This is an optimization exercise on Yosys and OpenROAD, whose aim is small area, a short achievable clock period and few clock cycles, not a production implementation.
Function was checked by simulation only, so behaviour that the tests miss may differ from the original.
Power is estimated from default activity; no workload was simulated.

$ cat run.sh
#!/bin/bash
# synth_recipe.tcl (not shown) runs the flow's synth.tcl, then flattens the netlist and writes it again
# the make line also repeats each setting of config.mk as NAME=value (left out here)
make -C /OpenROAD-flow-scripts/flow DESIGN_CONFIG=/design/flow/config.mk WORK_HOME=/design/flow/orfs CLKGATE_MAP_FILE= SYNTH_SCRIPT=/design/flow/synth_recipe.tcl finish
$ cat constraint.sdc
create_clock -name core_clock -period 12.0 [get_ports {clk}]
set_input_delay 2.4000 -clock core_clock [delete_from_list [all_inputs] [get_ports {clk}]]
set_output_delay 2.4000 -clock core_clock [all_outputs]
set_load 0.01 [all_outputs]
$ cat design.v
module dc_translator (
    input         present,
    input  [7:0]  heads,
    input  [7:0]  spt,
    input  [15:0] bps,
    input  [15:0] cyl,
    input  [3:0]  head,
    input  [7:0]  sector,
    output        ok,
    output [31:0] lba
);
    wire [23:0] ch  = cyl * heads + {20'd0, head};
    assign lba = ch * spt + {24'd0, sector};
    assign ok  = present && (bps == 16'd512) && ({4'd0, head} <= heads) && (sector <= spt);
endmodule
module dc_sector_buffer (
    input        clk,
    input        we,
    input  [9:0] waddr,
    input  [7:0] wdata,
    input  [9:0] raddr,
    output [7:0] rdata
);
    localparam CAP = 517;
    reg [7:0] mem [0:CAP-1];
    always @(posedge clk)
        if (we)
            mem[waddr] <= wdata;
    assign rdata = mem[raddr];
endmodule
module disk_controller_top (
    input             clk,
    input             rst_n,
    input             req,
    input             we,
    input      [2:0]  addr,
    input      [7:0]  wdata,
    output reg        ready,
    output reg [7:0]  rdata,
    output reg        drq,
    output reg        attn,
    input      [1:0]  geom_present,
    input      [15:0] geom_heads,
    input      [15:0] geom_spt,
    input      [31:0] geom_bps,
    output            st_req,
    output            st_we,
    output            st_drive,
    output     [31:0] st_lba,
    output     [8:0]  st_idx,
    output     [7:0]  st_wdata,
    input             st_ack,
    input      [7:0]  st_rdata
);
    localparam A_DATA = 3'd0, A_HSEL = 3'd1, A_SSTAT = 3'd2, A_STAT = 3'd3, A_ATTN = 3'd4;
    localparam C_READ = 8'h01, C_READL = 8'h09, C_WRITE = 8'h02, C_FORMAT = 8'h04,
               C_SEEK = 8'h10, C_SELECT = 8'h20, C_RESET = 8'h80;
    localparam F_IDLE = 3'd0, F_READ = 3'd1, F_READL = 3'd2, F_WRITE = 3'd3, F_FORMAT = 3'd4;
    localparam S_IDLE  = 3'd0,   
               S_XLATE = 3'd1,   
               S_XCHK  = 3'd2,   
               S_LOAD  = 3'd3,   
               S_HDR   = 3'd4,   
               S_STORE = 3'd5,   
               S_DONE  = 3'd6;   
    localparam CAP = 10'd517;
    reg [2:0]  state;
    reg [1:0]  present;
    reg [7:0]  heads    [0:1];
    reg [7:0]  spt      [0:1];
    reg [15:0] bps      [0:1];
    reg [15:0] cur_cyl  [0:1];
    reg        sel_drive;
    reg [3:0]  sel_head;
    reg        st_ready;      
    reg        st_rnf;        
    reg        seek_done;     
    reg        select_done;   
    reg [15:0] cyl_latch;
    reg [2:0]  cif;           
    reg [9:0]  offset;
    reg        drq_next;      
    reg        op_write;      
    reg        op_format;     
    reg [8:0]  idx;           
    reg [31:0] lba_q;
    reg        ok_q;
    reg        buf_we;
    reg [9:0]  buf_waddr;
    reg [7:0]  buf_wdata;
    reg [9:0]  buf_raddr;
    wire [7:0] buf_rdata;
    dc_sector_buffer u_buf (
        .clk   (clk),
        .we    (buf_we),
        .waddr (buf_waddr),
        .wdata (buf_wdata),
        .raddr (buf_raddr),
        .rdata (buf_rdata)
    );
    wire [15:0] sel_cyl = cur_cyl[sel_drive];
    reg  [7:0]  hdr_byte;
    always @(*) begin
        case (idx[2:0])
            3'd0:    hdr_byte = sel_cyl[7:0];
            3'd1:    hdr_byte = {sel_head, 1'b0, sel_cyl[10:8]};
            default: hdr_byte = 8'h00;
        endcase
    end
    always @(*) begin
        buf_we    = 1'b0;
        buf_waddr = offset;
        buf_wdata = wdata;
        case (state)
            S_IDLE: begin
                buf_we = req && we && (addr == A_DATA);
            end
            S_LOAD: begin
                buf_we    = st_ack;
                buf_waddr = 10'd5 + {1'b0, idx};
                buf_wdata = st_rdata;
            end
            S_HDR: begin
                buf_we    = 1'b1;
                buf_waddr = {1'b0, idx};
                buf_wdata = hdr_byte;
            end
            default: ;
        endcase
    end
    always @(*) begin
        case (state)
            S_XLATE: buf_raddr = 10'd0;
            S_STORE: buf_raddr = 10'd5 + {1'b0, idx};
            default: buf_raddr = offset;
        endcase
    end
    wire        xl_ok;
    wire [31:0] xl_lba;
    dc_translator u_xlate (
        .present (present[sel_drive]),
        .heads   (heads[sel_drive]),
        .spt     (spt[sel_drive]),
        .bps     (bps[sel_drive]),
        .cyl     (sel_cyl),
        .head    (sel_head),
        .sector  (buf_rdata),
        .ok      (xl_ok),
        .lba     (xl_lba)
    );
    assign st_req   = (state == S_LOAD) || (state == S_STORE);
    assign st_we    = (state == S_STORE);
    assign st_drive = sel_drive;
    assign st_lba   = lba_q;
    assign st_idx   = idx;
    assign st_wdata = buf_rdata;
    wire [9:0] offset_inc = (offset == CAP - 10'd1) ? 10'd0 : offset + 10'd1;
    task automatic do_reset;
        begin
            present    <= geom_present;
            heads[0]   <= geom_heads[7:0];
            heads[1]   <= geom_heads[15:8];
            spt[0]     <= geom_spt[7:0];
            spt[1]     <= geom_spt[15:8];
            bps[0]     <= geom_bps[15:0];
            bps[1]     <= geom_bps[31:16];
            cur_cyl[0] <= 16'd0;
            cur_cyl[1] <= 16'd0;
            sel_drive  <= 1'b0;
            sel_head   <= 4'd0;
            st_ready   <= 1'b0;
            st_rnf     <= 1'b0;
            seek_done  <= 1'b0;
            select_done <= 1'b0;
            cyl_latch  <= 16'd0;
            cif        <= F_IDLE;
            offset     <= 10'd0;
            drq_next   <= 1'b0;
        end
    endtask
    always @(posedge clk) begin
        if (!rst_n) begin
            do_reset;
            state    <= S_IDLE;
            ready    <= 1'b0;
            rdata    <= 8'h00;
            drq      <= 1'b0;
            attn     <= 1'b0;
            op_write <= 1'b0;
            op_format <= 1'b0;
            idx      <= 9'd0;
            lba_q    <= 32'd0;
            ok_q     <= 1'b0;
        end else begin
            ready <= 1'b0;
            attn  <= 1'b0;
            case (state)
                S_IDLE: begin
                    if (req) begin
                        rdata <= 8'h00;
                        state <= S_DONE;
                        ready <= 1'b1;
                        if (!we) begin
                            case (addr)
                                A_DATA: begin
                                    rdata  <= buf_rdata;
                                    offset <= offset_inc;
                                    if (offset_inc == 10'd0)
                                        drq_next <= 1'b0;
                                end
                                A_SSTAT: rdata <= {6'd0, seek_done, select_done};
                                A_STAT:  rdata <= {st_ready, st_rnf, 6'd0};
                                default: rdata <= 8'h00;
                            endcase
                        end else begin
                            case (addr)
                                A_DATA: begin
                                    offset <= offset_inc;
                                    if (offset_inc == 10'd5 && cif == F_FORMAT)
                                        drq_next <= 1'b0;
                                    if (offset_inc == 10'd0) begin
                                        drq_next <= 1'b0;
                                        if (cif == F_WRITE || cif == F_FORMAT) begin
                                            op_write  <= 1'b1;
                                            op_format <= (cif == F_FORMAT);
                                            state     <= S_XLATE;
                                            ready     <= 1'b0;
                                        end
                                    end
                                end
                                A_HSEL: begin
                                    st_ready <= 1'b0;
                                    if (wdata[7:4] == 4'h1 || wdata[7:4] == 4'h2) begin
                                        sel_drive <= wdata[5];
                                        if (present[wdata[5]]) begin
                                            sel_head <= wdata[3:0];
                                            if ({4'd0, wdata[3:0]} <= heads[wdata[5]])
                                                st_ready <= 1'b1;
                                        end
                                    end
                                end
                                A_SSTAT: cyl_latch <= {wdata, cyl_latch[15:8]};
                                A_STAT: begin
                                    case (wdata)
                                        C_READ, C_READL: begin
                                            cif      <= (wdata == C_READ) ? F_READ : F_READL;
                                            op_write <= 1'b0;
                                            state    <= S_XLATE;
                                            ready    <= 1'b0;
                                        end
                                        C_WRITE: begin
                                            cif      <= F_WRITE;
                                            offset   <= 10'd5;
                                            drq_next <= 1'b1;
                                        end
                                        C_FORMAT: begin
                                            cif      <= F_FORMAT;
                                            drq_next <= 1'b1;
                                        end
                                        C_SEEK: begin
                                            cur_cyl[sel_drive] <= cyl_latch;
                                            seek_done <= 1'b1;
                                            offset    <= 10'd0;
                                        end
                                        C_SELECT: select_done <= 1'b1;
                                        C_RESET:  do_reset;
                                        default: ;
                                    endcase
                                end
                                A_ATTN: attn <= 1'b1;
                                default: ;
                            endcase
                        end
                    end
                end
                S_XLATE: begin
                    lba_q <= xl_lba;
                    ok_q  <= xl_ok;
                    state <= S_XCHK;
                end
                S_XCHK: begin
                    idx <= 9'd0;
                    if (!ok_q) begin
                        st_rnf <= 1'b1;
                        if (op_write)
                            cif <= F_IDLE;
                        state <= S_DONE;
                        ready <= 1'b1;
                    end else if (op_write) begin
                        state <= S_STORE;
                    end else begin
                        state <= S_LOAD;
                    end
                end
                S_LOAD: begin
                    if (st_ack) begin
                        idx <= idx + 9'd1;
                        if (idx == 9'd511) begin
                            idx <= 9'd0;
                            if (cif == F_READL) begin
                                state <= S_HDR;
                            end else begin
                                offset   <= 10'd5;
                                drq_next <= 1'b1;
                                state    <= S_DONE;
                                ready    <= 1'b1;
                            end
                        end
                    end
                end
                S_HDR: begin
                    idx <= idx + 9'd1;
                    if (idx == 9'd4) begin
                        offset   <= 10'd0;
                        drq_next <= 1'b1;
                        state    <= S_DONE;
                        ready    <= 1'b1;
                    end
                end
                S_STORE: begin
                    if (st_ack) begin
                        idx <= idx + 9'd1;
                        if (idx == 9'd511) begin
                            cif   <= F_IDLE;
                            state <= S_DONE;
                            ready <= 1'b1;
                        end
                    end
                end
                S_DONE: begin
                    drq   <= drq_next;
                    state <= S_IDLE;
                end
                default: state <= S_IDLE;
            endcase
        end
    end
endmodule
$ cat config.mk
export PLATFORM = sky130hd
export DESIGN_NAME = disk_controller_top
export DESIGN_NICKNAME = disk_controller_top
export VERILOG_FILES = /design/flow/design.v
export SDC_FILE = /design/flow/constraint.sdc
export NUM_CORES = 8
export LEC_CHECK = 0
export CAP_MARGIN = 20
export CORE_MARGIN = 2
export CORE_UTILIZATION = 30
export SLEW_MARGIN = 20
export SYNTH_MEMORY_MAX_BITS = 8192
==> summary.txt <==
-- critical path, delay by kind of cell (launching register included) --
family / cells / cell delay (ns)
XOR/XNOR: 1 / 0.14
buffers and inverters: 7 / 1.18
multiplexers: 1 / 0.75
AO/OA/AOI/OAI: 11 / 2.52
adder cells (fa/ha/maj): 7 / 2.66
AND/OR/NAND/NOR: 6 / 3.27
flip-flops: 1 / 0.54
-- final cells by class --
| cell class | count | area share [%] |
|---|---|---|
| flip-flops and latches | 4331 | 60.3 |
| multi-input cells | 8179 | 24.4 |
| clock buffers | 553 | 5.43 |
| well taps | 8350 | 4.88 |
| repair buffers | 563 | 2.61 |
| inverters | 703 | 1.24 |
| clock inverters | 253 | 1.11 |
| diodes | 30 | 0.0351 |
-- metal layers --
| metal | wire, µm | up-vias |
|---|---|---|
| li1 | - | 53000 |
| met1 | 240000 | 61900 |
| met2 | 267000 | 6242 |
| met3 | 57900 | 982 |
| met4 | 22800 | 12 |
| met5 | 77 | - |
-- cells by family after synthesis --
| group | count (synthesis) |
|---|---|
| adders and majority gates | 374 |
| muxes | 836 |
| DFF | 4331 |
| buffers and inverters | 1710 |
| and+or+nand+nor | 4741 |
| xor gates and xnor gates | 55 |
| AOI/OAI and AO/OA | 2173 |
-- state kept, by name, indices dropped and copies added (netlist names), 2 cells and up, named ones only --
signal and flops:
state 3, present 2, heads 16, sel_head 4, lba_q 32, offset 10, cyl_latch 16, idx 9
u_buf.mem 4136, rdata 8, cif 3, cur_cyl 32, bps 32, spt 16
-- Yosys cell counts (88+ instances only) --
| cell type | count |
|---|---|
| a211oi_1 | 921 |
| a21oi_1 | 196 |
| a311oi_1 | 483 |
| a31oi_1 | 144 |
| and3_1 | 155 |
| buf_1 | 88 |
| buf_2 | 409 |
| buf_4 | 163 |
| clkbuf_1 | 325 |
| dfxtp_1 | 97 |
| edfxtp_1 | 4234 |
| fa_1 | 228 |
| ha_1 | 146 |
| inv_1 | 700 |
| mux2i_1 | 806 |
| nand2_1 | 2584 |
| nand3_1 | 743 |
| nor2_1 | 866 |
| nor4_1 | 104 |
| o21ai_0 | 93 |
| o22ai_1 | 117 |
-- worst paths after layout --
path                                          endpoint             startpoint  slack (ns)
worst min-delay path             lba_q[0]$_SDFFE_PN0P_  lba_q[0]$_SDFFE_PN0P_        0.45
worst max-delay path            lba_q[31]$_SDFFE_PN0P_    idx[0]$_SDFFE_PN0P_        0.71
worst max register to register  lba_q[31]$_SDFFE_PN0P_    idx[0]$_SDFFE_PN0P_        0.71
worst min register to register   lba_q[0]$_SDFFE_PN0P_  lba_q[0]$_SDFFE_PN0P_        0.45
-- stage by stage --
step	utilization, %	instance area [µm²]	instances
after detailed placement	31.9	200000	22100
after floorplan	-	188000	14200
final	34.1	214000	23000
after global routing	34.1	214000	22900
after global placement	31.9	200000	22100
after CTS	34.1	214000	22900
-- power breakdown --
group	switching (mW)	leakage, nW	internal (mW)
registers	0.0330	39.1	17.1
clock network	5.93	6.82	7.67
logic	9.42	26.1	5.96
==> impl_metrics.tcl <==
set metrics [dict create \
    multiInputGateArea_um2 52200 \
    cts_tree "built" \
    syn_nets 14700 \
    synth_compound_area_share_pct 8.52 \
    tightest_slew_ns 1.33 \
    final_cell_mix "edfxtp_1 (4,234), nand2_1 (2,544), a211oi_1 (921), nor2_1 (864), mux2i_1 (802)" \
    grt_overflow 0 \
    grt_setup_unrepaired "false" \
    dpl.hpwl_mm 351 \
    required_ns 12.86 \
    hold_class "reg2reg" \
    synth_edf_count 4234 \
    yosysTopAreaCell "edfxtp_1" \
    cts_hold_buf 0 \
    whs_ns 0.452 \
    end_kind "flip-flop" \
    drtIter0Drc 16000 \
    hold_viol_final 0 \
    cp-start-kind "flip-flop" \
    synth_top_area_share_pct 67.5 \
    drtPass1Iterations 9 \
    crit_fanout 24 \
    p_leak_nw 72.0 \
    wl_per_cell_um 25.6 \
    fp.dieArea_um2 634000 \
    cpPeakStageDelay_ns 0.78 \
    synth_area_per_cell_um2 13.2 \
    synthTopCellsByArea "edfxtp_1 (67%), nand2_1 (5.1%), mux2i_1 (4.3%), a211oi_1 (3.7%), fa_1 (2.4%)" \
    synth_mux_area_share_pct 4.51 \
    gr-usage-met3_pct 3.37 \
    grt_pass1_vias 115000 \
    area_delta_synth_final_pct 13.6 \
    synth_fa_ha_area_share_pct 3.39 \
    place_ws_ns 0.550 \
    portBuffers 152 \
    core_area_um2 627000 \
    grt_pass1_wl_mm 836 \
    crit_type "reg2reg" \
    yosys_most_used_dff "edfxtp_1" \
    min_period_ns 11.29 \
    finalWeightedCongestion 0.874 \
    clk_path_buf_depth 4 \
    finalMaxSlewViolations 0 \
    pin_count 153 \
    relSlewSlack_pct 11.4 \
    fmax_mhz 88.5 \
    holdPathStages 2 \
    synth_top_family_by_area "simple AND/OR/NAND/NOR gates" \
    htree_num_levels 5 \
    clock-sinks 4331 \
    synth_xor_area_share_pct 0.256 \
    fin_skew_ns 0.0594 \
    netlist_area_um2 188000 \
    num_rows 291 \
    drv_cap 0 \
    power_mw 46.1 \
    antenna_found_initial 30 \
    vdd.ir_drop.worst_mv 1.30 \
    crit_slowest_cell "nor4_1" \
    path_clk_slew_ns 0.06 \
    cts_setup_buffers 0 \
    grt.met2_usage_pct 27.5 \
    numCtsBuffers 440 \
    arrival_ns 12.15 \
    die_w_um 796 \
    top_usage_layer "met2" \
    initial_utilization_pct 30.0 \
    ant_nets 0 \
    fin_crit_sh_pct 94.1 \
    seq_area_um2 129000 \
    reg2reg_depth 33 \
    setup_ws_ns 0.706 \
    gr-usage-all-layers_pct 17.7 \
    cts_resized 0 \
    synth-seq-cells 4331 \
    dieHeight_um 796 \
    yosysWarnings 8 \
    final_common_cell "edfxtp_1" \
    syn_inst 14200 \
    via_per_inst 5.32 \
    grt_max_degree 182 \
    clock_tree.root_cell "clkbuf_16" \
    nets 14700 \
    tns_ns 0 \
    status "finished clean" \
    setup_viol 0 \
    power.density_nw_per_um2 215 \
    fillCellCount 60700 \
    vias 122000 \
    synth_cell_type_count 87 \
    drc 0 \
    clock_latency_ns 1.01 \
    synth-simple-area-share_pct 10.7 \
    gr-usage-met1_pct 24.4 \
    layout-drive-gt1-share_pct 7.91 \
    ys_seq_area_share_pct 68.5 \
    wl_mm 588 \
    async_reset_ff_share_pct 0 \
]
Testbench counts, summed over its fixed seeds: cycles 200,120.

## separate check: timing with driven ports
Ports are ideal in the flow. The routed layout listed here was re-timed in OpenROAD.
Step 1 (the two cells are an assumption about what drives the block):
set clk [get_ports {clk}]
set_driving_cell -lib_cell sky130_fd_sc_hd__clkbuf_16 $clk
set_driving_cell -lib_cell sky130_fd_sc_hd__buf_2 [delete_from_list [all_inputs] $clk]
Step 2 moves the port delays by t, midway between the first and last clock arrival at a register: inputs arrive t later, outputs are due t later. That takes back most of the time a late clock gives input paths.
Slacks: ideal ports / drivers / drivers and shift; pairs: ideal ports / drivers.
t, ns: 1.134
slack for setup (ns): 0.706 / 0.706 / 0.706
latest minus earliest clock arrival (ns): 0.084 / 0.083
After both steps this run still meets setup and hold. For this run, drivers alone change the setup slack by 0.000 ns; drivers and shift together by 0.000 ns.
